This design comes from an exercise in tuning for small area, a short achievable clock period and few clock cycles per item on the open sky130 flow, not from production work. In this exercise RTL edits were held to simulation tests only and were not proved equivalent to the original.

// wt_sine
module wt_sine (
  input             clk,
  input             rst,
  input             in_valid,
  output            in_ready,
  input      [1:0]  in_op,
  input      [31:0] in_a,
  input      [31:0] in_b,
  output reg        out_valid,
  input             out_ready,
  output reg [31:0] out_data,
  output reg [1:0]  out_fault
);
  reg        v1;
  reg [1:0]  op1;
  reg [31:0] a1, b1;
  reg        v2;
  reg [1:0]  f2;
  reg [8:0]  j2;
  reg [23:0] g2;
  reg signed [9:0] ef2;
  reg        v3;
  reg [1:0]  f3;
  reg [8:0]  j3;
  reg [23:0] pm3;
  reg        up3, pg3, ps3;
  reg [4:0]  dd3;
  reg        dbig3;
  reg [7:0]  ea3;
  reg        sk_valid;
  reg [31:0] sk_data;
  reg [1:0]  sk_fault;
  reg        rdy;
  wire adv = !sk_valid;
  assign in_ready = rdy;
  wire [1:0]  f1;
  wire [8:0]  j1;
  wire [23:0] n1;
  wire [7:0]  bf1;
  wt_front u_front (.op(op1), .a(a1), .b(b1), .fault(f1), .j(j1), .n(n1), .bf(bf1));
  wire [23:0]       g1;
  wire signed [9:0] ef1;
  ...
Size in the first run: about 110 I/O pins.
export LEC_CHECK = 0
export ABC_AREA = 1
export CAP_MARGIN = 0
export CORE_MARGIN = 2
export CORE_UTILIZATION = 50
export CTS_CLUSTER_DIAMETER = 150
export CTS_CLUSTER_SIZE = 24
export PLACE_DENSITY = 0.65
export SLEW_MARGIN = 0
export SYNTH_MEMORY_MAX_BITS = 65536
create_clock -name core_clock -period 100.0 [get_ports {clk}]
standard.sh (not shown) runs the stock make flow with config.mk's settings and CLKGATE_MAP_FILE= SYNTH_SCRIPT=/design/flow/synth_recipe.tcl, a recipe that flattens the netlist after the stock synthesis.
==> flow/flow/run.sh <==
#!/bin/bash
# Own flow: the standard layout (standard.sh, all steps unchanged) with one
# difference: the port buffers that global placement inserts on every input
# and output are sky130_fd_sc_hd__buf_2 cells instead of the resizer's default
# choice (a clkdlybuf4s50 delay cell). The full make output goes to
# standard_flow.log in this folder.
set -euo pipefail
export BUFFER_PORTS_ARGS="-buffer_cell sky130_fd_sc_hd__buf_2"
bash standard.sh > standard_flow.log 2>&1
Testbench counts at the start, summed over its fixed seeds: cycles 32,032, items 32,000.
==> next run, changes <==
- CORE_UTILIZATION: 50 -> 40
- PLACE_DENSITY: 0.65 -> 0.55
Outcome: Die area increases by 25%. Maximum frequency hardly moves. Setup slack loses 12 ps. Non-clock buffer count decreases by 5.
==> next run, changes <==
- CTS_BUF_LIST: not set -> sky130_fd_sc_hd__clkbuf_8
- CTS_CLUSTER_DIAMETER: 150 -> not set
- CTS_CLUSTER_SIZE: 24 -> not set
Result: The new run passed the timing, DRC and antenna checks. Setup slack is worse by 150 ps. Cell count went up by 0.76%. Sequential cell count is unchanged. Core utilization climbs by 0.36 points. Register-to-register slack improves by 80 ps.
==> next run, changes <==
- CTS_BUF_LIST: sky130_fd_sc_hd__clkbuf_8 -> not set
- CTS_CLUSTER_DIAMETER: not set -> 150
- CTS_CLUSTER_SIZE: not set -> 28
Result: Core utilization goes down by 0.44 points. Final cell count goes down slightly. Area after synthesis stays the same. Count of clock-buffer cells in the layout goes down by 26. Worst setup slack improved by 140 ps. Final area goes down slightly. Hold slack improved by 7.2 ps. Die area is unchanged.


## try-delta
Starting RTL as in the previous note.
Settings: LEC_CHECK=0, ABC_AREA=1, CAP_MARGIN=0, CORE_MARGIN=2, CORE_UTILIZATION=40, PLACE_DENSITY=0.55, SLEW_MARGIN=0, SYNTH_MEMORY_MAX_BITS=65536; clock period 100.0 ns.
Scripts as last shown in full above: flow/flow/run.sh
try-delta finished all stages; the layout is clean.
Testbench counts of try-delta, summed over its fixed seeds: cycles 32,032, items 32,000.
Input-level comparison between try-quartz and try-delta:
Settings: setting CTS_CLUSTER_SIZE to 19 for the first time; setting CTS_CLUSTER_DIAMETER to 120 for the first time.
==> results.txt <==
Taking try-delta as the reference, in try-quartz post-route fraction of the period consumed by the critical path level, mean number of vias per cell held. Utilization delta for try-quartz relative to try-delta: 0.34 points lower. Fmax of try-delta is on par with try-quartz. When try-quartz is measured against try-delta, its post-layout worst setup margin turns out 0.027 ns higher. try-delta -> try-quartz: final wirelength flat. Clock-buffer cell count in try-quartz is 4 below try-delta. try-quartz gives less via count than try-delta did. Of try-quartz and try-delta, it is try-quartz that has the lower growth of design area from synthesis to finish. Looking at worst hold slack, try-quartz sits 0.0048 ns above try-delta.
For try-fjord, these inputs were changed with respect to try-quartz:
Settings: CTS_CLUSTER_SIZE: 19 -> unset; CTS_CLUSTER_DIAMETER: 120 -> unset.
==> flow/run.sh (new file) <==
#!/bin/bash
# synth_recipe.tcl (not shown) runs the flow's synth.tcl, then flattens the netlist and writes it again
# the make line also repeats each setting of config.mk as NAME=value (left out here)
make -C /OpenROAD-flow-scripts/flow DESIGN_CONFIG=/design/flow/config.mk WORK_HOME=/design/flow/orfs CLKGATE_MAP_FILE= SYNTH_SCRIPT=/design/flow/synth_recipe.tcl finish
removed: flow/flow/run.sh
removed: flow/standard.sh
### Flow results
- Of try-quartz and try-fjord, try-fjord shows the higher final-layout non-clock buffer area share, with try-quartz below it.
- try-fjord falls short of try-quartz in clock period minus final worst setup slack.
- Compared to try-quartz, try-fjord leaves less free space in the core.
- Compared try-fjord vs try-quartz, and wire length on met1 is down in try-fjord.
- The worst slack after detailed placement in try-fjord was lower than what try-quartz gave.
- Between try-quartz and try-fjord, the setup slack after layout is higher for try-quartz.
- The sequential share of layout area number comes out lower for try-fjord vs try-quartz.
- Fraction of layout cells with a size suffix above 1 in try-fjord is 1.6 points below try-quartz.
- try-quartz -> try-fjord: count of placed standard cells including taps flat
- Going from try-quartz to try-fjord, first-pass GRT wire length decreased about 1.1%, synthesized net count essentially unchanged.

-- port drivers added, routing unchanged --
The results above use ideal ports. As a check the final layouts listed here were re-extracted and re-timed, cells and wires unchanged.
Step 1 (the two cells are an assumption about what drives the block):
set clk [get_ports {clk}]
set_driving_cell -lib_cell sky130_fd_sc_hd__clkbuf_16 $clk
set_driving_cell -lib_cell sky130_fd_sc_hd__buf_2 [delete_from_list [all_inputs] $clk]
Step 2 moves the port delays by t, midway between the first and last clock arrival at a register: inputs arrive t later, outputs are due t later. That takes back most of the time a late clock gives input paths.
a / b / c = ideal / step 1 / step 2; a / b = the first two.
run | shift t [ns] | setup slack, ns | worst slew at a driven data input, ns
the first run of note 1 | 0.609 | 78.932 / 78.862 / 78.844 | 0.04
the second run of note 1 | 0.609 | 78.920 / 78.851 / 79.028 | 0.06
the third run of note 1 | 0.737 | 78.774 / 78.710 / 79.030 | 0.06
the fourth run of note 1 | 0.611 | 78.911 / 78.840 / 79.033 | 0.06
try-delta | 0.653 | 78.892 / 78.821 / 79.035 | 0.06
try-quartz | 0.619 | 78.918 / 78.848 / 79.022 | 0.07
try-fjord | 0.673 | 78.478 / 78.413 / 78.422 | 0.06
After both steps every run listed still meets setup and hold. The setup slack of the first run of note 1, which loses most, moves by -0.070 ns with the drivers and by -0.088 ns with both steps.
